Context: an optimization exercise on an open-source flow, tuned for small area, a short achievable clock period and few clock cycles. The choices shown serve that exercise and are no tape-out recipe.
Function was checked by simulation only, so behaviour that the tests miss may differ from the original.
Power figures rest on the tool's default switching activity, not on a simulated workload.

==> flow/design.v (excerpt) <==
module aptb_acf (
    input             clk,
    input             rst,           
    input             cmd_valid,
    output            cmd_ready,
    input      [31:0] cmd_word,      
    input      [31:0] cmd_data,      
    input      [31:0] cfg_fs,        
    input      [31:0] cfg_flo,       
    input      [31:0] cfg_fhi,       
    input      [15:0] cfg_tau,       
    output reg        rsp_valid,
    output reg [31:0] rsp_result,
    output reg [7:0]  rsp_err
);
For scale: roughly 1,200 flip-flops, roughly 220 I/O pins.
==> flow/config.mk <==
export PLATFORM = sky130hd
export DESIGN_NAME = aptb_acf
export DESIGN_NICKNAME = aptb_acf
export VERILOG_FILES = /design/flow/design.v
export SDC_FILE = /design/flow/constraint.sdc
export NUM_CORES = 4
export LEC_CHECK = 0
export CAP_MARGIN = 20
export CORE_MARGIN = 2
export CORE_UTILIZATION = 30
export SLEW_MARGIN = 20
==> flow/constraint.sdc <==
create_clock -name core_clock -period 15.0 [get_ports {clk}]
set_input_delay 3.0000 -clock core_clock [delete_from_list [all_inputs] [get_ports {clk}]]
set_output_delay 3.0000 -clock core_clock [all_outputs]
set_load 0.01 [all_outputs]
standard.sh (not shown) runs the stock make flow with config.mk's settings and CLKGATE_MAP_FILE= SYNTH_SCRIPT=/design/flow/synth_recipe.tcl, a recipe that flattens the netlist after the stock synthesis.
==> flow/flow/run.sh <==
#!/bin/bash
# The standard layout, with the port buffers made from plain buf_4 cells
# instead of the delay buffer the resizer picks by default.
set -euo pipefail
export BUFFER_PORTS_ARGS="-buffer_cell sky130_fd_sc_hd__buf_4"
bash standard.sh finish > standard_flow.log 2>&1
Testbench counts at the start, summed over its fixed seeds: cycles 43,210.
Change:
--- a/flow/design.v
+++ b/flow/design.v
@@ -1270,27 +1270,20 @@
         else if (!dv_d1[9]) begin dv_rem_n = dv_d1[6:0]; dv_qd = 2'd1; end
         else                begin dv_rem_n = dv_t[6:0];  dv_qd = 2'd0; end
     end
     wire c_sw    = pb_v && !pb_rd;
     wire c_newlag = c_sw && (pb_first || (pb_d < est_min));
     wire c_newmax = c_sw && (pb_first || (pb_d > est_max));
     wire [7:0]  mm       = est_max - est_min;
-    wire        conf_c    = (est_max != 8'd0) && ({mm, 16'd0} >= mu_acc);
+    wire        confident = (est_max != 8'd0) && ({mm, 16'd0} >= mu_acc);
     wire [7:0]  two_lag  = {est_lag, 1'b0};
     wire [7:0]  hc_diff  = (two_lag >= {1'b0, lastlag}) ? two_lag - {1'b0, lastlag}
                                                         : {1'b0, lastlag} - two_lag;
-    wire        hc_c      = llv && (hc_diff <= 8'd1);
-    wire        pe_pre = (e_st == E_DRAIN) && !pa_v && !pr_v && !pb_v && !dv_busy && !mu_busy;
-    reg         pe_pre_q, confident, half_cycle;
-    always @(posedge clk) begin
-        pe_pre_q   <= pe_pre;
-        confident  <= conf_c;
-        half_cycle <= hc_c;
-    end
-    wire        pe_fin = pe_pre && pe_pre_q;
+    wire        half_cycle = llv && (hc_diff <= 8'd1);
+    wire        pe_fin = (e_st == E_DRAIN) && !pa_v && !pr_v && !pb_v && !dv_busy && !mu_busy;
     reg        done;         
     reg [31:0] r_res;
     reg [7:0]  r_err;
     reg        do_shift, do_fill, do_init_start, do_rd_start, do_init_ok;
     wire [31:0] pe_f = pe_v ? dv_sh[31:0] : 32'd0;
     reg         do_pred_start;
     always @(*) begin
Result:
- hold slack is about the same
- combinational power drops by about 5%
- routed wire length climbs by 3.5%
- first-iteration DRC count drops by 9.9%
- sequential share of layout area drops by 0.41 points
- setup slack improved by 5.9 ps
- fmax barely changes
- total power climbs by 0.86%
- non-clock buffer count climbs by 16
- global-route usage climbs by 0.49 points
- final cell count climbs by 0.72%
- final area climbs by 0.73%
Testbench counts after the change, summed over its fixed seeds: cycles 43,069.

* * *

aptb_acf, a different RTL version from the one above (not shown whole).
For scale: ~5300 cells after synthesis, roughly 220 I/O pins.
Settings: LEC_CHECK=0, CAP_MARGIN=20, CORE_MARGIN=2, CORE_UTILIZATION=65, SLEW_MARGIN=20; clock period 15.0 ns.
Scripts as last shown in full above: flow/flow/run.sh
Testbench counts at the start, summed over its fixed seeds: cycles 43,075.
Rerun with:
--- a/flow/design.v
+++ b/flow/design.v
@@ -116,20 +116,21 @@
     reg [7:0]  est_max;
     reg [7:0]  est_min;
     reg        pe_v;        
     reg        pe_hc;
     reg [6:0]  lastlag;
     reg        llv;
     reg        dv_ok;
     reg        have_win;
     reg        sw_busy;     
     reg [255:0] F;           
+    reg         f_sh, f_b;   
     reg [255:0] S;           
     reg [255:0] T;           
     wire not_cfg   = !o_init && !cfgd;
     wire push_drop = cnt_zero && qb;
     wire push_fill = cnt_last;
     wire corr_bad  = dhi || (dlag < mp) || (dlag > nh1);
     reg        in_run;
     reg [3:0]  in_cnt;
     reg [39:0] dv_sh;
     reg [31:0] mr;
@@ -1379,22 +1380,24 @@
     always @(posedge clk) begin
         if (rst) begin
             rsp_valid <= 1'b0;
         end else begin
             rsp_valid <= done;
         end
         rsp_result <= r_res;
         rsp_err    <= r_err;
     end
     always @(posedge clk) begin
-        if (do_shift) F <= {F[254:0], qb};
-        if (s_ld)     S <= F;
+        f_sh <= do_shift;
+        f_b  <= qb;
+        if (f_sh) F <= {F[254:0], f_b};
+        if (s_ld) S <= {F[254:0], f_b};
     end
     always @(posedge clk) begin
             if (do_init_start) begin
                 in_run <= 1'b1;
                 in_cnt <= 4'd0;
                 cfgd   <= 1'b0;
                 fs_s   <= cfg_fs[22:0];
                 fs_big <= |cfg_fs[31:23];
                 tau_s  <= cfg_tau;
                 in_dov <= 1'b0;
@@ -1475,23 +1478,23 @@
             pb_v <= pr_v;
             e_st <= e_st_n;
             if (e_st == E_IDLE) e_rd <= !do_fill;
             if (do_init_start) begin
                 dv_sh[32:0] <= {2'b0, cfg_fs[22:0], 8'd0};
             end else if (in_run) begin
                 if (in_cnt != 4'd0) dv_sh[32:0] <= in_nr[32:0];
             end else if (newlag_q || do_pred_start) begin
                 dv_busy <= 1'b1;
                 dv_pred <= do_pred_start;
-                dv_cnt  <= 5'd16;
-                dv_rem  <= fs_s[22:16];
-                dv_sh   <= {fs_s[15:0], 24'd0};
+                dv_cnt  <= 5'd20;
+                dv_rem  <= 7'd0;
+                dv_sh   <= {1'b0, fs_s, 16'd0};
                 dv_dv   <= newlag_q ? est_lag : lastlag;
                 dv_l3   <= newlag_q ? {2'd0, est_lag} + {1'b0, est_lag, 1'b0}
                                     : {2'd0, lastlag} + {1'b0, lastlag, 1'b0};
             end else if (dv_busy) begin
                 dv_rem <= dv_rem_n;
                 dv_sh  <= {dv_sh[37:0], dv_qd};
                 dv_cnt <= dv_cnt - 5'd1;
                 if (dv_cnt == 5'd1) dv_busy <= 1'b0;
             end
             if (pe_fin)
Result: Hold slack stays flat; critical path depth goes down by 3; synthesized cell count hardly moves; cell area is about the same; synthesized area is about the same; combinational power goes up by 30%; die area stays flat; global-route usage goes down by 0.27 points; flip-flop and latch count goes up by 1.
Testbench counts after the change, summed over its fixed seeds: cycles 43,262.

* * *

Setup of job 7214:
Another version of the RTL of aptb_acf (not shown whole).
Size: about 1,300 flip-flops, about 220 I/O pins.
Settings: LEC_CHECK=0, CAP_MARGIN=20, CORE_MARGIN=2, CORE_UTILIZATION=30, SLEW_MARGIN=20; clock period 15.0 ns.
Scripts as last shown in full above: flow/flow/run.sh
Testbench counts of job 7214, summed over its fixed seeds: cycles 43,262.
For job 1043, these inputs were changed with respect to job 7214:
--- a/flow/design.v
+++ b/flow/design.v
@@ -1387,18 +1387,24 @@
         end
         rsp_result <= r_res;
         rsp_err    <= r_err;
     end
     always @(posedge clk) begin
         if (do_shift) F <= {F[254:0], qb};
         if (s_ld)     S <= F;
     end
     always @(posedge clk) begin
+        if (rst) begin
+            cfgd    <= 1'b0;
+            in_run  <= 1'b0;
+            rd_run  <= 1'b0;
+            sw_busy <= 1'b0;
+        end else begin
             if (do_init_start) begin
                 in_run <= 1'b1;
                 in_cnt <= 4'd0;
                 cfgd   <= 1'b0;
                 fs_s   <= cfg_fs[22:0];
                 fs_big <= |cfg_fs[31:23];
                 tau_s  <= cfg_tau;
                 in_dov <= 1'b0;
                 in_k   <= 4'd8;
@@ -1457,26 +1463,31 @@
                     pe_v    <= 1'b1;
                     pe_hc   <= half_cycle;
                     lastlag <= est_lag;
                     llv     <= 1'b1;
                 end else begin
                     pe_v    <= 1'b0;
                     pe_hc   <= 1'b0;
                 end
             end
-        if (rst) begin
-            cfgd    <= 1'b0;
-            in_run  <= 1'b0;
-            rd_run  <= 1'b0;
-            sw_busy <= 1'b0;
         end
     end
     always @(posedge clk) begin
+        if (rst) begin
+            e_st <= E_IDLE;
+            ts   <= 2'd0;
+            s_ld <= 1'b0;
+            pa_v <= 1'b0;
+            pr_v <= 1'b0;
+            pb_v <= 1'b0;
+            dv_busy <= 1'b0;
+            mu_busy <= 1'b0;
+        end else begin
             pa_v <= e_feed;
             ts   <= ts_n;
             s_ld <= do_fill;
             pr_v <= pa_v;
             pb_v <= pr_v;
             e_st <= e_st_n;
             if (e_st == E_IDLE) e_rd <= !do_fill;
             if (do_init_start) begin
                 dv_sh[32:0] <= {2'b0, cfg_fs[22:0], 8'd0};
@@ -1508,27 +1519,18 @@
             end else if (newmax_q) begin
                 mu_busy <= 1'b1;
                 mu_cnt  <= 4'd8;
                 mr      <= {est_max, 24'd0};
             end else if (mu_busy) begin
                 mr <= {mu_m[6:0], 1'b0, {mu_acc[22:0], 1'b0} + (mu_m[7] ? {8'd0, tau_s} : 24'd0)};
                 mu_cnt <= mu_cnt - 4'd1;
                 if (mu_cnt == 4'd1) mu_busy <= 1'b0;
             end
-        if (rst) begin
-            e_st <= E_IDLE;
-            ts   <= 2'd0;
-            s_ld <= 1'b0;
-            pa_v <= 1'b0;
-            pr_v <= 1'b0;
-            pb_v <= 1'b0;
-            dv_busy <= 1'b0;
-            mu_busy <= 1'b0;
         end
     end
     always @(*) begin
         case (e_st)
         E_IDLE:  e_st_n = do_fill ? E_SLOAD : do_rd_start ? E_POS : E_IDLE;
         E_SLOAD: e_st_n = E_LOAD;
         E_LOAD:  e_st_n = E_POS;
         E_POS:   e_st_n = (e_feed && e_last) ? (e_rd ? E_IDLE : E_DRAIN) : E_POS;
         E_DRAIN: e_st_n = pe_fin ? E_IDLE : E_DRAIN;
[summary]
The lower worst path buffer plus inverter count came out of job 7214.
Max part of the Yosys area used for sequential elements across job 7214 and job 1043: job 1043
The final reports for job 1043 and job 7214 show number of multi-input logic gates lower in the former.
For number of standard cells after synthesis, job 7214 and job 1043 come out practically identical.
Met3 demand-to-capacity share in global routing (lower): job 7214
Job 7214 vs job 1043, critical setup path kind: reg2reg vs in2reg
As far as clock tree cell share of total cell area is concerned, job 7214 and job 1043 perform about the same.
Taking job 7214 as the reference point, the proportion of total power due to net switching of job 1043 falls by 0.79 points.
Count of different cell masters after synthesis grows by more than 10% when moving from job 7214 to job 1043.
Testbench counts of job 1043, summed over its fixed seeds: cycles 43,262.

port drivers added, routing unchanged:
In the flow no input, the clock included, has a driving cell. The finished layouts below were timed again as built, in two steps. Step 1, drivers: a clkbuf_16 drives clk and a buf_2 each remaining input, both assumed. Step 2 adds t to the input delays and takes it off the output delays; t is the mean of the earliest and latest rising clock arrival at the registers after step 1. Input paths then give back, and output paths get back, about the clock's delay inside the block. Three values: ideal ports, drivers, drivers and shift; two values: the first two.
run | t (ns) | setup WS [ns] | clock arrival spread, ns | worst register clock-pin slew, ns
the first run of note 1 | 0.848 | 10.481 / 10.481 / 9.823 | 0.040 / 0.040 | 0.07 / 0.07
the second run of note 1 | 0.860 | 10.487 / 10.487 / 9.854 | 0.044 / 0.044 | 0.07 / 0.07
the first run of note 2 | 0.798 | 10.440 / 10.440 / 9.992 | 0.063 / 0.063 | 0.08 / 0.08
the second run of note 2 | 0.816 | 10.611 / 10.611 / 9.906 | 0.027 / 0.027 | 0.07 / 0.07
job 7214 | 0.855 | 10.670 / 10.590 / 9.963 | 0.036 / 0.035 | 0.07 / 0.07
job 1043 | 0.877 | 10.189 / 10.220 / 9.343 | 0.085 / 0.084 | 0.07 / 0.07
After both steps every run listed still meets setup and hold. The setup slack of job 1043, which loses most, moves by +0.031 ns with the drivers and by -0.846 ns with both steps.
